From an optimization exercise on the open Yosys and OpenROAD flow, aimed at a short achievable clock period and few clock cycles per item; shortcuts taken in it are not production practice. The RTL was checked by simulation tests, not by an equivalence proof against the original design. Power figures rest on the tool's default switching activity, not on a simulated workload.

[config.mk]
export PLATFORM = sky130hd
export DESIGN_NAME = bcs
export DESIGN_NICKNAME = bcs
export VERILOG_FILES = /design/flow/design.v
export SDC_FILE = /design/flow/constraint.sdc
export NUM_CORES = 4
export LEC_CHECK = 0
export CAP_MARGIN = 20
export CORE_MARGIN = 2
export CORE_UTILIZATION = 40
export PLACE_DENSITY = 0.6
export SLEW_MARGIN = 20
[run.sh]
#!/bin/bash
# synth_recipe.tcl (not shown) runs the flow's synth.tcl, then flattens the netlist and writes it again
# the make line also repeats each setting of config.mk as NAME=value (left out here)
make -C /OpenROAD-flow-scripts/flow DESIGN_CONFIG=/design/flow/config.mk WORK_HOME=/design/flow/orfs CLKGATE_MAP_FILE= SYNTH_SCRIPT=/design/flow/synth_recipe.tcl finish
[design.v]
module bcs (
    input  wire       clk,
    input  wire       rst,           
    input  wire       we,
    input  wire [4:0] addr,
    input  wire [7:0] wdata,
    output reg  [7:0] rdata,
    input  wire       push_valid,
    input  wire [7:0] push_data,
    output wire       push_ready,
    output wire       pop_valid,
    output wire [7:0] pop_data,
    input  wire       pop_ready
);
    localparam [2:0] PH_IDLE     = 3'd0,
                     PH_LEN_LO   = 3'd1,
                     PH_LEN_HI   = 3'd2,
                     PH_FLAG     = 3'd3,
                     PH_PAYLOAD  = 3'd4,
                     PH_CHECKSUM = 3'd5;
    localparam [1:0] OP_NONE = 2'd0,
                     OP_ENC  = 2'd1,
                     OP_HDR  = 2'd2,
                     OP_HBLK = 2'd3;
    localparam [7:0] ERR_NONE     = 8'h00,
                     ERR_ILLEGAL  = 8'h01,
                     ERR_BUSY     = 8'h02,
                     ERR_OVERFLOW = 8'h03;
    reg        ovfchk;
    reg [7:0]  flag;
    reg [7:0]  namelen;
    reg [7:0]  htype;
    reg [31:0] plen;
    reg [15:0] hdlen;
    reg [15:0] hparam1;
    reg [15:0] hparam2;
    reg [7:0]  name [0:9];
    reg [7:0]  errcode;
    reg [7:0]  chk;
    reg [15:0] blen;
    reg [2:0]  phase;
    reg [1:0]  op;
    reg [31:0] remain;
    reg [4:0]  idx;
    reg [7:0]  w_flag;
    reg [7:0]  hrec [0:16];
    reg [7:0]  outbuf;
    reg        outvld;
    reg        done;
    wire busy  = (phase != PH_IDLE) || outvld;
    wire inrdy = (phase == PH_PAYLOAD) && (op == OP_ENC) && !outvld;
    wire [7:0] status = {phase, outvld, inrdy, (errcode != ERR_NONE), done, busy};
    assign push_ready = inrdy;
    assign pop_valid  = outvld;
    assign pop_data   = outbuf;
    reg [7:0] packed_hdr [0:16];
    integer k;
    always @(*) begin
        packed_hdr[0] = htype;
        for (k = 0; k < 10; k = k + 1)
            packed_hdr[1 + k] = (k < namelen) ? name[k] : 8'h20;
        packed_hdr[11] = hdlen[7:0];
        packed_hdr[12] = hdlen[15:8];
        packed_hdr[13] = hparam1[7:0];
        packed_hdr[14] = hparam1[15:8];
        packed_hdr[15] = hparam2[7:0];
        packed_hdr[16] = hparam2[15:8];
    end
    wire [4:0] name_off = addr - 5'h12;
    wire [3:0] name_sel = name_off[3:0];
    always @(*) begin
        case (addr)
            5'h00: rdata = 8'h00;
            5'h01: rdata = status;
            5'h02: rdata = errcode;
            5'h03: rdata = {7'b0, ovfchk};
            5'h04: rdata = flag;
            5'h05: rdata = namelen;
            5'h06: rdata = htype;
            5'h08: rdata = plen[7:0];
            5'h09: rdata = plen[15:8];
            5'h0A: rdata = plen[23:16];
            5'h0B: rdata = plen[31:24];
            5'h0C: rdata = hdlen[7:0];
            5'h0D: rdata = hdlen[15:8];
            5'h0E: rdata = hparam1[7:0];
            5'h0F: rdata = hparam1[15:8];
            5'h10: rdata = hparam2[7:0];
            5'h11: rdata = hparam2[15:8];
            5'h12, 5'h13, 5'h14, 5'h15, 5'h16,
            5'h17, 5'h18, 5'h19, 5'h1A, 5'h1B:
                   rdata = name[name_sel];
            5'h1C: rdata = chk;
            5'h1D: rdata = blen[7:0];
            5'h1E: rdata = blen[15:8];
            default: rdata = 8'h00;
        endcase
    end
    wire cmd_wr      = we && (addr == 5'h00);
    wire cmd_legal   = (wdata[7:4] == 4'h0) && (wdata[3:0] <= 4'h4);
    wire plen_ovf    = ovfchk && (plen > 32'h0000_FFFD);
    wire [31:0] plen_plus2 = plen + 32'd2;
    wire pop_fire  = pop_ready && outvld;
    wire push_fire = push_valid && inrdy;
    always @(posedge clk) begin
        if (rst) begin
            ovfchk  <= 1'b0;
            flag    <= 8'h00;
            namelen <= 8'd5;
            htype   <= 8'h00;
            plen    <= 32'h0;
            hdlen   <= 16'h0;
            hparam1 <= 16'h0;
            hparam2 <= 16'h0;
            name[0] <= 8'h48;    
            name[1] <= 8'h45;    
            name[2] <= 8'h4C;    
            name[3] <= 8'h4C;    
            name[4] <= 8'h4F;    
            name[5] <= 8'h00;
            name[6] <= 8'h00;
            name[7] <= 8'h00;
            name[8] <= 8'h00;
            name[9] <= 8'h00;
        end else if (we) begin
            case (addr)
                5'h03: ovfchk        <= wdata[0];
                5'h04: flag          <= wdata;
                5'h05: namelen       <= wdata;
                5'h06: htype         <= wdata;
                5'h08: plen[7:0]     <= wdata;
                5'h09: plen[15:8]    <= wdata;
                5'h0A: plen[23:16]   <= wdata;
                5'h0B: plen[31:24]   <= wdata;
                5'h0C: hdlen[7:0]    <= wdata;
                5'h0D: hdlen[15:8]   <= wdata;
                5'h0E: hparam1[7:0]  <= wdata;
                5'h0F: hparam1[15:8] <= wdata;
                5'h10: hparam2[7:0]  <= wdata;
                5'h11: hparam2[15:8] <= wdata;
                5'h12, 5'h13, 5'h14, 5'h15, 5'h16,
                5'h17, 5'h18, 5'h19, 5'h1A, 5'h1B:
                       name[name_sel] <= wdata;
                default: ;
            endcase
        end
    end
    always @(posedge clk) begin
        if (rst) begin
            errcode <= ERR_NONE;
            chk     <= 8'h00;
            blen    <= 16'h0;
            phase   <= PH_IDLE;
            op      <= OP_NONE;
            remain  <= 32'h0;
            idx     <= 5'd0;
            w_flag  <= 8'h00;
            for (k = 0; k < 17; k = k + 1)
                hrec[k] <= 8'h00;
            outbuf  <= 8'h00;
            outvld  <= 1'b0;
            done    <= 1'b0;
        end else begin
            if (pop_fire)
                outvld <= 1'b0;
            if (cmd_wr) begin
                if (busy) begin
                    errcode <= ERR_BUSY;
                end else if (!cmd_legal) begin
                    errcode <= ERR_ILLEGAL;
                end else begin
                    case (wdata[2:0])
                        3'd1: begin  
                            if (plen_ovf) begin
                                errcode <= ERR_OVERFLOW;
                            end else begin
                                op     <= OP_ENC;
                                w_flag <= flag;
                                remain <= plen;
                                blen   <= plen_plus2[15:0];
                                chk    <= 8'h00;
                                done   <= 1'b0;
                                phase  <= PH_LEN_LO;
                            end
                        end
                        3'd2: begin  
                            op    <= OP_HDR;
                            for (k = 0; k < 17; k = k + 1)
                                hrec[k] <= packed_hdr[k];
                            idx   <= 5'd0;
                            chk   <= 8'h00;
                            done  <= 1'b0;
                            phase <= PH_PAYLOAD;
                        end
                        3'd3: begin  
                            op     <= OP_HBLK;
                            for (k = 0; k < 17; k = k + 1)
                                hrec[k] <= packed_hdr[k];
                            idx    <= 5'd0;
                            w_flag <= 8'h00;
                            blen   <= 16'd19;
                            chk    <= 8'h00;
                            done   <= 1'b0;
                            phase  <= PH_LEN_LO;
                        end
                        3'd4: begin  
                            errcode <= ERR_NONE;
                            done    <= 1'b0;
                        end
                        default: ;  
                    endcase
                end
            end
            if (!outvld) begin
                case (phase)
                    PH_LEN_LO: begin
                        outbuf <= blen[7:0];
                        outvld <= 1'b1;
                        phase  <= PH_LEN_HI;
                    end
                    PH_LEN_HI: begin
                        outbuf <= blen[15:8];
                        outvld <= 1'b1;
                        phase  <= PH_FLAG;
                    end
                    PH_FLAG: begin
                        outbuf <= w_flag;
                        outvld <= 1'b1;
                        chk    <= chk ^ w_flag;
                        if (op == OP_ENC && remain == 32'h0)
                            phase <= PH_CHECKSUM;
                        else
                            phase <= PH_PAYLOAD;
                    end
                    PH_PAYLOAD: begin
                        if (op == OP_ENC) begin
                            if (push_fire) begin
                                outbuf <= push_data;
                                outvld <= 1'b1;
                                chk    <= chk ^ push_data;
                                remain <= remain - 32'd1;
                                if (remain == 32'd1)
                                    phase <= PH_CHECKSUM;
                            end
                        end else begin
                            outbuf <= hrec[idx];
                            outvld <= 1'b1;
                            chk    <= chk ^ hrec[idx];
                            idx    <= idx + 5'd1;
                            if (idx == 5'd16) begin
                                if (op == OP_HBLK) begin
                                    phase <= PH_CHECKSUM;
                                end else begin
                                    phase <= PH_IDLE;
                                    done  <= 1'b1;
                                end
                            end
                        end
                    end
                    PH_CHECKSUM: begin
                        outbuf <= chk;
                        outvld <= 1'b1;
                        phase  <= PH_IDLE;
                        done   <= 1'b1;
                    end
                    default: ;
                endcase
            end
        end
    end
endmodule
[constraint.sdc]
create_clock -name core_clock -period 6.0 [get_ports {clk}]
set_input_delay 1.2000 -clock core_clock [delete_from_list [all_inputs] [get_ports {clk}]]
set_output_delay 1.2000 -clock core_clock [all_outputs]
set_load 0.01 [all_outputs]
==> impl_metrics.ini <==
[worst_setup_path]
cpMostUsedCell = clkdlybuf4s50_1
path_cells = clkdlybuf4s50_1 > nand2b_1 > nor3_1 > buf_4 > a22o_1 > a221oi_1 > nand4_1 > a211o_1 > clkdlybuf4s50_1
cpPeakStageDelay_ps = 640
rr_startpoint = idx[4]
startpoint = addr[2]
arrival_ps = 4220
crit_fanout = 11
cp-end-kind = primary output
slowest_stage = clkdlybuf4s50_1
critPathKind = in -> out
startpoint_type = input port
cp_data_required_time_ps = 4800

[die]
io_pins = 44
die_x_um = 235
dieArea_um2 = 55100
start_util = 0.405
num_rows = 84
core_area_um2 = 52600
die_y_um = 235

[global_routing]
overflow = 0
grt_max_degree = 164
grt_antenna_before_repair = 2
grt_first_pass_wirelength_um = 122000
grt_usage = 0.296
grt_pass1_vias = 17300

[clock_tree]
htree_levels = 2
cts-resized-gates = 0
clock_latency_ps = 630
cts_max_path_buffers = 3
hold_buffers = 0
cts_sinks = 455
cts_setup_buffers = 0
clkTransAtPathRegs_ps = 60
numCtsBuffers = 50
cts_tree = done
cts_root_buffer = clkbuf_16

[sta]
tns_ps = 0
slew_headroom = 0.277
rsz0062_at_grt = no
final.setup.worst_slack_ps = 580
maxSlewViolCount = 0
fin_worst_skew_ps = 55.5
setup_viol = 0
hold_viol_final = 0
period_needed_ps = 5420
max_freq_mhz = 184
max_slew.worst_pin.slew_ps = 1080
min_period_over_period = 0.903

[drt]
vias_per_cell = 6.27
drc = 0
ant_nets = 0
drt-initial-drc-count = 2861
drt-pass1-iter-count = 9
routedWlPerCell_um = 28.2
drt_wl_total_um = 84400
num_vias = 18700

[power]
p_seq_frac = 0.478
swShare = 0.238
p_switching_mw = 1.62
ir_drop_uv = 216
power_mw = 6.81
power_density_nw_per_um2 = 281
pwr-share-clk = 0.475
p_leak_nw = 8.82
p_int_mw = 5.19
p_comb_frac = 0.046

[placed_design]
port_buffers = 43
pre_cts_ws_ps = 642
place_hpwl_um = 61400
gp_congestion = 0.979

[logic_synthesis]
ys_top_cells_by_area = dfxtp_1, edfxtp_1, nand2_1
syn_avg_cell_area_um2 = 9.36
yosys_warnings = 3
synth_cells = 2276
synth_nets = 2311
async_reset_ff_frac = 0
ys_dominant_reg_cell = dfxtp_1
synth-seq-cells = 455
netlist.area_leader.share = 0.307
synth_cell_types = 76
synth_top_cell_by_area = dfxtp_1
ys_seq_area_frac = 0.488
synth_edf_count = 128
netlist_area_um2 = 21300

[layout]
diodes = 0
fillCellCount = 4971
area_delta_synth_final_pct = 13.7
final_nets = 2293
drive_gt1_frac = 0.104

[worst_hold_path]
min-delay-start = hrec[10][3]
hp-class = reg -> reg

[status]
status = finished clean

[job]
maxCapViolCount = 0
logic make-up (layout without fill, tap and decap cells):
logic type / count (synthesis) / count (layout) / synth area share
multiplexers: 175 / 175 / 0.108
AND/OR/NAND/NOR: 927 / 927 / 0.201
adder cells (fa/ha/maj): 9 / 9 / 0.00529
flip-flops: 455 / 455 / 0.488
AO/OA/AOI/OAI: 484 / 484 / 0.152
buffers and inverters: 206 / 230 / 0.0367
XOR/XNOR: 20 / 20 / 0.00823
final timing paths:
kind | end | slack (ps) | cells past startpoint
setup reg to reg | chk[5] | 1880 | 7
setup / recovery | rdata[1] | 580 | 9
hold reg to reg | hrec[10][3] | 450 | 2
hold / removal | hrec[10][3] | 450 | 2
state kept, by name (all words and copies together), names as in the netlist:
signal and count:
blen 16, chk 8, done 1, errcode 2
flag 8, hdlen 16, hparam1 16, hparam2 16
hrec 136, htype 8, idx 5, name 128
namelen 8, op 2, outbuf 8, outvld 1
ovfchk 1, phase 3, plen 32, remain 32
w_flag 8
per-layer routing:
layer | GRT usage | up-vias | routed length [um]
met5 | 0 | - | 18
met4 | 0.0940 | 2 | 2890
met3 | 0.0596 | 173 | 8370
met2 | 0.444 | 1026 | 36800
met1 | 0.429 | 9236 | 36300
li1 | - | 8292 | -
stage by stage:
| stage | instances | utilization | hold slack (ps) | instance area [um2] |
|---|---|---|---|---|
| after floorplan | 2276 | - | 427 | 21300 |
| after global placement | 2894 | 0.427 | 437 | 22400 |
| after detailed placement | 2894 | 0.427 | 442 | 22400 |
| after CTS | 2988 | 0.461 | 448 | 24200 |
| after global routing | 2988 | 0.461 | 467 | 24200 |
| final | 2988 | 0.461 | 448 | 24200 |
Yosys cell counts (all sizes together) (6+ instances only):
library cell	instances
a211o	6
a211oi	22
a21o	8
a21oi	164
a221oi	21
a222oi	10
a22o	20
a22oi	77
a31oi	20
a32o	7
a32oi	13
and2	9
and3	18
and3b	6
buf	20
clkbuf	152
dfxtp	327
edfxtp	128
ha	9
inv	34
mux2	21
mux2i	112
mux4	42
nand2	306
nand2b	26
nand3	95
nand3b	11
nand4	24
nor2	282
nor2b	23
nor3	46
nor3b	10
nor4	23
o21ai	54
o22ai	11
o311ai	7
or2	9
or3	14
or4	7
xnor2	13
xor2	7
cells in the final DEF, fill, tap and decap left out, types with 8 or more instances in the layout:
cell,netlist,routed
a21oi_1,164,164
nor4_1,21,20
mux2i_1,112,112
ha_1,9,9
nand4_1,24,24
nor3b_1,10,9
mux4_2,42,42
nor3_1,44,43
clkdlybuf4s50_1,0,40
buf_4,0,56
clkinv_2,0,12
a21o_1,8,8
and2_1,9,8
a22oi_1,77,77
a31oi_1,20,20
a32oi_1,13,13
clkbuf_16,0,50
mux2_2,21,21
o22ai_1,11,11
o21ai_0,54,54
xnor2_1,13,13
and3_1,18,18
nand2_1,306,306
or3_1,14,13
a22o_1,20,20
nand3b_1,11,11
nand3_1,95,95
nand2b_1,26,26
a211oi_1,21,21
nor2b_1,23,23
a222oi_1,10,10
inv_1,34,34
edfxtp_1,128,128
a221oi_1,21,21
clkbuf_8,0,9
dfxtp_1,327,326
nor2_1,282,282
layout make-up:
cell class / count / area [um2] / share of cell area
clock buffers: 65 / 1400 / 0.0577
flip-flops and latches: 455 / 10400 / 0.429
multi-input cells: 1615 / 10200 / 0.420
inverters: 34 / 128 / 0.00527
well taps: 688 / 861 / 0.0356
repair buffers: 102 / 906 / 0.0374
clock inverters: 29 / 357 / 0.0147
worst max-delay path: cells and delay by family:
kind            cells  cell delay, ps
compound gates      3             880
simple gates        3             790
buf+inv             3            1340
power by group through the flow:
stage / Combinational (mW) / Clock (mW) / Sequential (mW)
floorplan: 0.187 / 0 / 3.27
global placement: 0.305 / 0 / 3.32
detailed placement: 0.308 / 0 / 3.32
CTS: 0.309 / 3.27 / 3.25
global route: 0.327 / 3.39 / 3.25
finish: 0.316 / 3.24 / 3.26
Testbench counts, summed over its fixed seeds: cycles 93,198, bytes 46,188.

-- port drivers added, routing unchanged --
Ports are ideal in the flow. The routed layout listed here was re-timed in OpenROAD. Step 1 assumes that a clkbuf_16 drives the clock port and a buf_2 every other input. Step 2, shift: input delay + t, output delay - t, t = (earliest + latest rising clock arrival at the registers) / 2. This alone moves slack from input paths to output paths. Three values: no drivers, after step 1, after step 2; two values: the first two.
t, ns: 0.655
setup slack, ns: 0.580 / 0.520 / 0.520
clock arrival spread, ns: 0.056 / 0.056
After both steps setup and hold are still met in this run. The setup slack of this run moves by -0.060 ns with the drivers and by -0.060 ns with both steps.
